Source: an optimization exercise on an open RTL-to-GDS flow (aim: small area, a short achievable clock period and few clock cycles per item). Production flows keep margins and buffers that such runs may drop. Function was checked by simulation only, so behaviour that the tests miss may differ from the original.

==> run a <==
// bfx
module bfx (
    input  wire        clk,
    input  wire        rst,
    input  wire        cmd_valid,
    output wire        cmd_ready,
    input  wire [95:0] cmd,
    output wire        rsp_valid,
    output wire [31:0] rsp,
    output wire        dev_valid,
    output wire [1:0]  dev_op,       
    output wire [7:0]  dev_bank,
    output wire [19:0] dev_off,
    output wire [15:0] dev_wdata,
    input  wire        dev_ready,
    input  wire [15:0] dev_rdata,
    output wire        pal_valid,
    output wire        pal_op,       
    output wire [7:0]  pal_data
);
    localparam [3:0] O_NOP     = 4'd0;
    localparam [3:0] O_INIT    = 4'd1;
    localparam [3:0] O_RDSTAT  = 4'd2;
    localparam [3:0] O_RESOLVE = 4'd3;
    localparam [3:0] O_SETPIX  = 4'd4;
    localparam [3:0] O_GETPIX  = 4'd5;
    localparam [3:0] O_XORPIX  = 4'd6;
    localparam [3:0] O_PUTRGB  = 4'd7;
    localparam [3:0] O_FILLRUN = 4'd8;
    localparam [3:0] O_LINE    = 4'd9;
    localparam [3:0] O_RECTF   = 4'd10;
    localparam [3:0] O_RECTO   = 4'd11;
    localparam [3:0] O_CIRCLE  = 4'd12;
    localparam [3:0] O_CIRCLEF = 4'd13;
    localparam [3:0] O_CONV565 = 4'd14;
    localparam [3:0] O_PALSET  = 4'd15;
    localparam [2:0] C_OK        = 3'd0;
    localparam [2:0] C_ILLEGAL   = 3'd1;
    localparam [2:0] C_NOTINIT   = 3'd2;
    localparam [2:0] C_BADMODE   = 3'd3;
    localparam [2:0] C_WRONGENC  = 3'd4;
    localparam [2:0] C_OUTOFVIEW = 3'd5;
    localparam [1:0] K_WRITE = 2'd0;
    localparam [1:0] K_READ  = 2'd1;
    localparam [1:0] K_XOR   = 2'd2;
    localparam [3:0] S_IDLE  = 4'd0;
    localparam [3:0] S_SET1  = 4'd1;
  ...
clock: 10.0 ns
lec_check: 0
cap_margin: 20
core_margin: 2
core_utilization: 60
setup_slack_margin: 5
slew_margin: 20
run.sh (not shown) runs the stock make flow with config.mk's settings and CLKGATE_MAP_FILE= SYNTH_SCRIPT=/design/flow/synth_recipe.tcl, a recipe that flattens the netlist after the stock synthesis.
==> run b (differences from run a) <==
--- a/flow/design.v
+++ b/flow/design.v
@@ -180,67 +180,70 @@
                             (op == O_PUTRGB && !mode)            ? C_WRONGENC :
                             (op == O_RESOLVE && !a_inb)          ? C_OUTOFVIEW : C_OK;
     wire [15:0] conv565 = {V[23:19], V[15:10], V[7:3]};
     wire [15:0] pv      = (op == O_GETPIX) ? 16'd0 :
                           (op == O_PUTRGB || op == O_CONV565) ? conv565 :
                           mode ? V[15:0] : {8'd0, V[7:0]};
-    reg [3:0] st_n;
-    reg [2:0] gk_n;
+    reg [3:0] st_a;
+    reg [2:0] gk_a;
     wire      cause_ok = (cause_n == C_OK);
+    wire      g_wait   = (state == S_GEN || state == S_DRAIN) && !efree;
+    wire [3:0] st_n    = g_wait ? state : st_a;
+    wire [2:0] gk_n    = g_wait ? gk : gk_a;
     always @* begin
-        st_n = state;
-        gk_n = gk;
+        st_a = state;
+        gk_a = gk;
         case (state)
-        S_IDLE, S_RESP: st_n = S_IDLE;
+        S_IDLE, S_RESP: st_a = S_IDLE;
         S_SET1: begin
-            gk_n = 3'd0;
-            if (!cause_ok) st_n = S_RESP;
-            else if (op == O_INIT) st_n = S_RESP;
-            else if (op == O_PALSET) st_n = S_PAL;
-            else if (op_single) st_n = S_DRAIN;
-            else if (o_fill || o_circf) st_n = S_GEN;
-            else if (o_rect || o_line) st_n = S_SET2;
-            else if (o_circ) st_n = (C[15] || c_zero) ? S_RESP : S_GEN;
-            else st_n = S_RESP;
+            gk_a = 3'd0;
+            if (!cause_ok) st_a = S_RESP;
+            else if (op == O_INIT) st_a = S_RESP;
+            else if (op == O_PALSET) st_a = S_PAL;
+            else if (op_single) st_a = S_DRAIN;
+            else if (o_fill || o_circf) st_a = S_GEN;
+            else if (o_rect || o_line) st_a = S_SET2;
+            else if (o_circ) st_a = (C[15] || c_zero) ? S_RESP : S_GEN;
+            else st_a = S_RESP;
         end
-        S_SET2: st_n = S_SET3;
-        S_SET3: st_n = o_rect ? S_GEN : S_SET4;
-        S_SET4: st_n = S_GEN;
+        S_SET2: st_a = S_SET3;
+        S_SET3: st_a = o_rect ? S_GEN : S_SET4;
+        S_SET4: st_a = S_GEN;
         S_GEN: begin
-            if (efree) begin
+            begin
                 if (o_line) begin
-                    if (c_zero) st_n = S_DRAIN;
+                    if (c_zero) st_a = S_DRAIN;
                 end else if (o_fill) begin
-                    st_n = S_DRAIN;
+                    st_a = S_DRAIN;
                 end else if (o_rectf) begin
-                    if (b_eq_c) st_n = S_DRAIN;
+                    if (b_eq_c) st_a = S_DRAIN;
                 end else if (o_recto) begin
                     case (gk)
-                    3'd0:    if (b_eq_c) st_n = S_DRAIN; else gk_n = 3'd1;
-                    3'd1:    if (b_eq_c) st_n = S_DRAIN; else if (xne) gk_n = 3'd2;
-                    default: gk_n = 3'd1;
+                    3'd0:    if (b_eq_c) st_a = S_DRAIN; else gk_a = 3'd1;
+                    3'd1:    if (b_eq_c) st_a = S_DRAIN; else if (xne) gk_a = 3'd2;
+                    default: gk_a = 3'd1;
                     endcase
                 end else if (o_circ || o_circf) begin
-                    if (gk == 3'd0 && x_gt_y) st_n = S_DRAIN;
-                    else if (o_circ ? (gk == 3'd7) : (gk == 3'd3)) gk_n = 3'd0;
-                    else gk_n = gk + 3'd1;
+                    if (gk == 3'd0 && x_gt_y) st_a = S_DRAIN;
+                    else if (o_circ ? (gk == 3'd7) : (gk == 3'd3)) gk_a = 3'd0;
+                    else gk_a = gk + 3'd1;
                 end else begin
-                    st_n = S_DRAIN;
+                    st_a = S_DRAIN;
                 end
             end
         end
-        S_DRAIN: if (efree) st_n = S_RESP;
+        S_DRAIN: st_a = S_RESP;
         S_PAL: begin
-            gk_n = gk + 3'd1;
-            if (gk == 3'd3) st_n = S_IDLE;
+            gk_a = gk + 3'd1;
+            if (gk == 3'd3) st_a = S_IDLE;
         end
-        default: st_n = S_IDLE;
+        default: st_a = S_IDLE;
         endcase
         if (accept) begin
-            st_n = S_SET1;
-            gk_n = 3'd0;
+            st_a = S_SET1;
+            gk_a = 3'd0;
         end
     end
     wire nx_line  = accept ? (op_n == O_LINE)    : o_line;
     wire nx_fill  = accept ? (op_n == O_FILLRUN) : o_fill;
     wire nx_rectf = accept ? (op_n == O_RECTF)   : o_rectf;
     wire nx_recto = accept ? (op_n == O_RECTO)   : o_recto;
@@ -248,14 +251,12 @@
     wire nx_circf = accept ? (op_n == O_CIRCLEF) : o_circf;
     wire nx_sing  = accept ? (op_n == O_SETPIX || op_n == O_GETPIX || op_n == O_XORPIX || op_n == O_PUTRGB)
                            : op_single;
     wire [1:0] nx_kind = accept ? ((op_n == O_GETPIX) ? K_READ : (op_n == O_XORPIX) ? K_XOR : K_WRITE)
                                 : ((op == O_GETPIX) ? K_READ : (op == O_XORPIX) ? K_XOR : K_WRITE);
     wire yf_nx = (state == S_GEN && gk == (o_circ ? 3'd6 : 3'd2)) ? !e_neg : yf;
-    wire sx_nx = (state == S_SET1) ? P[16] : sx;
-    wire sy_nx = (state == S_SET1) ? Q[16] : sy;
     reg c_uC, c_uD, c_u1, c_wC, c_wD, c_w1;
     reg c_pcin, c_qsub, c_qcin;
     reg c_rgate, c_rcin;
     reg [2:0] c_m1sel;
     reg c_m2d;
     reg [3:0] c_m2k;
@@ -283,13 +284,13 @@
         n_rgate = 1'b1; n_rcin = 1'b0; n_m1sel = 3'd0; n_m2d = 1'b0; n_m2k = 4'd0;
         n_wgate = 1'b1; n_nsel = 2'd0;
         n_xA = 1'b1; n_xP = 1'b0; n_xX = 1'b0; n_xE = 1'b0; n_xex = 1'b0; n_rowq = 1'b0;
         n_single = 1'b1; n_rsingle = 1'b0; n_want = 1'b0; n_xychk = 1'b0; n_causechk = 1'b0; n_ln = 1'b0;
         n_ne = 2'd0;
         n_kind = K_WRITE;
-        case (st_n)
+        case (st_a)
         S_SET1: begin
             n_want = nx_sing; n_causechk = 1'b1;
             n_kind = nx_kind;
             n_uC = 1'b1;                                    
             n_wD = 1'b1; n_qsub = 1'b1; n_qcin = 1'b1;      
             n_rgate = 1'b0;
@@ -297,14 +298,14 @@
                 n_m1sel = 3'd5; n_m2k = 4'd4;               
             end else begin
                 n_m1sel = 3'd6; n_m2k = 4'd2;               
             end
         end
         S_SET2: begin
-            n_uC = 1'b1; n_pcin = !sx_nx;                   
-            n_wD = 1'b1; n_qsub = 1'b1; n_qcin = sy_nx;     
+            n_rgate = 1'b0; n_m1sel = 3'd7; n_rcin = 1'b1;  
+            n_wgate = 1'b0; n_nsel = 2'd2;                  
         end
         S_SET3: begin
             n_rgate = 1'b0; n_m1sel = 3'd1; n_m2d = 1'b1;   
             n_wgate = 1'b0; n_nsel = 2'd1;                  
         end
         S_SET4: begin
@@ -312,52 +313,52 @@
             n_wgate = 1'b0; n_nsel = 2'd2;                  
         end
         S_GEN: begin
             if (nx_line) begin
                 n_want = 1'b1; n_ln = 1'b1;
                 n_u1 = 1'b1; n_pcin = 1'b1;
-                n_w1 = 1'b1; n_qsub = !sy_nx; n_qcin = !sy_nx;
+                n_w1 = 1'b1; n_qsub = !sy; n_qcin = !sy;
             end else if (nx_fill || nx_rectf) begin
                 n_want = 1'b1; n_single = 1'b0; n_ne = 2'd1;
                 n_w1 = 1'b1;
             end else if (nx_recto) begin
                 n_want = 1'b1;
                 n_w1 = 1'b1;
-                n_single = 1'b0; n_rsingle = (gk_n != 3'd0);
-                if (gk_n == 3'd2) begin n_xA = 1'b0; n_xE = 1'b1; end
+                n_single = 1'b0; n_rsingle = (gk_a != 3'd0);
+                if (gk_a == 3'd2) begin n_xA = 1'b0; n_xE = 1'b1; end
             end else if (nx_circ) begin
-                n_want = 1'b1; n_xychk = (gk_n == 3'd0);
-                n_uC = gk_n[2];  n_uD = !gk_n[2];
-                n_wC = !gk_n[2]; n_wD = gk_n[2];
-                n_qsub = gk_n[1]; n_qcin = gk_n[1];
-                n_xA = 1'b0; n_xP = gk_n[0]; n_xX = !gk_n[0];
+                n_want = 1'b1; n_xychk = (gk_a == 3'd0);
+                n_uC = gk_a[2];  n_uD = !gk_a[2];
+                n_wC = !gk_a[2]; n_wD = gk_a[2];
+                n_qsub = gk_a[1]; n_qcin = gk_a[1];
+                n_xA = 1'b0; n_xP = gk_a[0]; n_xX = !gk_a[0];
                 n_rowq = 1'b1;
-                if (gk_n == 3'd6) begin
+                if (gk_a == 3'd6) begin
                     n_m1sel = 3'd2; n_m2k = e_neg ? 4'd6 : 4'd10;
-                end else if (gk_n == 3'd7) begin
+                end else if (gk_a == 3'd7) begin
                     n_m1sel = yf_nx ? 3'd4 : 3'd0; n_m2k = {3'd0, yf_nx};
                 end
             end else if (nx_circf) begin
-                n_want = 1'b1; n_xychk = (gk_n == 3'd0);
+                n_want = 1'b1; n_xychk = (gk_a == 3'd0);
                 n_single = 1'b0; n_ne = 2'd2;
-                n_uC = gk_n[0] ^ gk_n[1];  n_uD = !(gk_n[0] ^ gk_n[1]);
-                n_wC = !(gk_n[0] ^ gk_n[1]); n_wD = gk_n[0] ^ gk_n[1];
-                n_qsub = !gk_n[1]; n_qcin = !gk_n[1];
+                n_uC = gk_a[0] ^ gk_a[1];  n_uD = !(gk_a[0] ^ gk_a[1]);
+                n_wC = !(gk_a[0] ^ gk_a[1]); n_wD = gk_a[0] ^ gk_a[1];
+                n_qsub = !gk_a[1]; n_qcin = !gk_a[1];
                 n_xA = 1'b0; n_xP = 1'b1; n_xex = 1'b1;
                 n_rowq = 1'b1;
-                if (gk_n == 3'd2) begin
+                if (gk_a == 3'd2) begin
                     n_m1sel = 3'd3; n_m2k = e_neg ? 4'd3 : 4'd5;
-                end else if (gk_n == 3'd3) begin
+                end else if (gk_a == 3'd3) begin
                     n_m1sel = yf_nx ? 3'd5 : 3'd0; n_m2k = {3'd0, yf_nx};
                 end
             end
         end
         default: ;
         endcase
     end
-    always @(posedge clk) begin
+    always @(posedge clk) if (!g_wait) begin
         c_uC <= n_uC; c_uD <= n_uD; c_u1 <= n_u1; c_wC <= n_wC; c_wD <= n_wD; c_w1 <= n_w1;
         c_pcin <= n_pcin; c_qsub <= n_qsub; c_qcin <= n_qcin;
         c_rgate <= n_rgate; c_rcin <= n_rcin; c_m1sel <= n_m1sel; c_m2d <= n_m2d; c_m2k <= n_m2k;
         c_wgate <= n_wgate; c_nsel <= n_nsel;
         c_xA <= n_xA; c_xP <= n_xP; c_xX <= n_xX; c_xE <= n_xE; c_xex <= n_xex; c_rowq <= n_rowq;
         c_single <= n_single; c_rsingle <= n_rsingle; c_want <= n_want;
@@ -482,12 +483,16 @@
                         end
                         ne    <= !c_zero;
                     end
                     O_RECTF, O_RECTO, O_LINE: begin
                         sx    <= P[16];
                         sy    <= Q[16];
+                        if (o_line) begin
+                            D <= P;              
+                            F <= Q;              
+                        end
                     end
                     O_CIRCLE: begin
                         D <= 17'd0;
                         E <= R;
                     end
                     O_CIRCLEF: begin
@@ -505,14 +510,14 @@
                     E   <= sx ? {{4{C[15]}}, C} : {{3{A[16]}}, A};
                     B   <= sy ? B : D[15:0];
                     C   <= sy ? D[15:0] : B;
                     xne <= (A != {C[15], C});
                     ne  <= 1'b1;
                 end else begin
-                    D     <= P ^ {17{sx}};       
-                    F     <= Q ^ {17{!sy}};      
+                    if (sx)  D <= R[16:0];       
+                    if (!sy) F <= Wn[16:0];      
                 end
             end
             S_SET3: begin
                 if (op_rect) begin
                     D     <= d_inc;              
                 end else begin
==> notes.md <==
Of run a and run b, run b has the higher worst hold slack (gap 1.1 ps).
Against run a, the wire length of run b is lower by about 1.5%.
In run a the non-clock buffer count is lower than in run b, by 13.
Of run a and run b, run b has the higher setup slack (gap 5.9 ps).
Against run a, the utilization of run b is lower by 0.27 points.
Between run b and run a, the lower via count is in run a (gap about 1.5%, measured against run a).
Between run b and run a, the lower die area is in run a (gap 1.5%, measured against run a).
Cell count: run a is lower than run b (about 1.3%).
Testbench counts of run a, summed over its fixed seeds: cycles 254,580, commands 1,696.
Testbench counts of run b, summed over its fixed seeds: cycles 254,580, commands 1,696.

-- re-timing with driven ports --
Ports are ideal in the flow. The routed layouts listed here were re-timed in OpenROAD. Step 1: set_driving_cell puts a clkbuf_16 on clk and a buf_2 on each other input, an assumption about the parent block. Step 2 also shifts input and output timing later by t, the mid clock arrival at the registers, as if the neighbouring blocks saw the same clock. a / b / c = ideal ports / drivers / drivers and shift; a / b = the first two.
| run | t, ns | setup slack, ns | hold slack, ns | latest minus earliest clock arrival (ns) | pins driven straight from the clock port |
|---|---|---|---|---|---|
| run a | 0.649 | 5.032 / 4.999 / 4.429 | 0.499 / 0.499 / 0.499 | 0.032 / 0.032 | 1 |
| run b | 0.649 | 5.038 / 5.038 / 4.537 | 0.500 / 0.500 / 0.500 | 0.023 / 0.022 | 1 |
After both steps every run listed still meets setup and hold. The setup slack of run a, which loses most, moves by -0.033 ns with the drivers and by -0.603 ns with both steps.
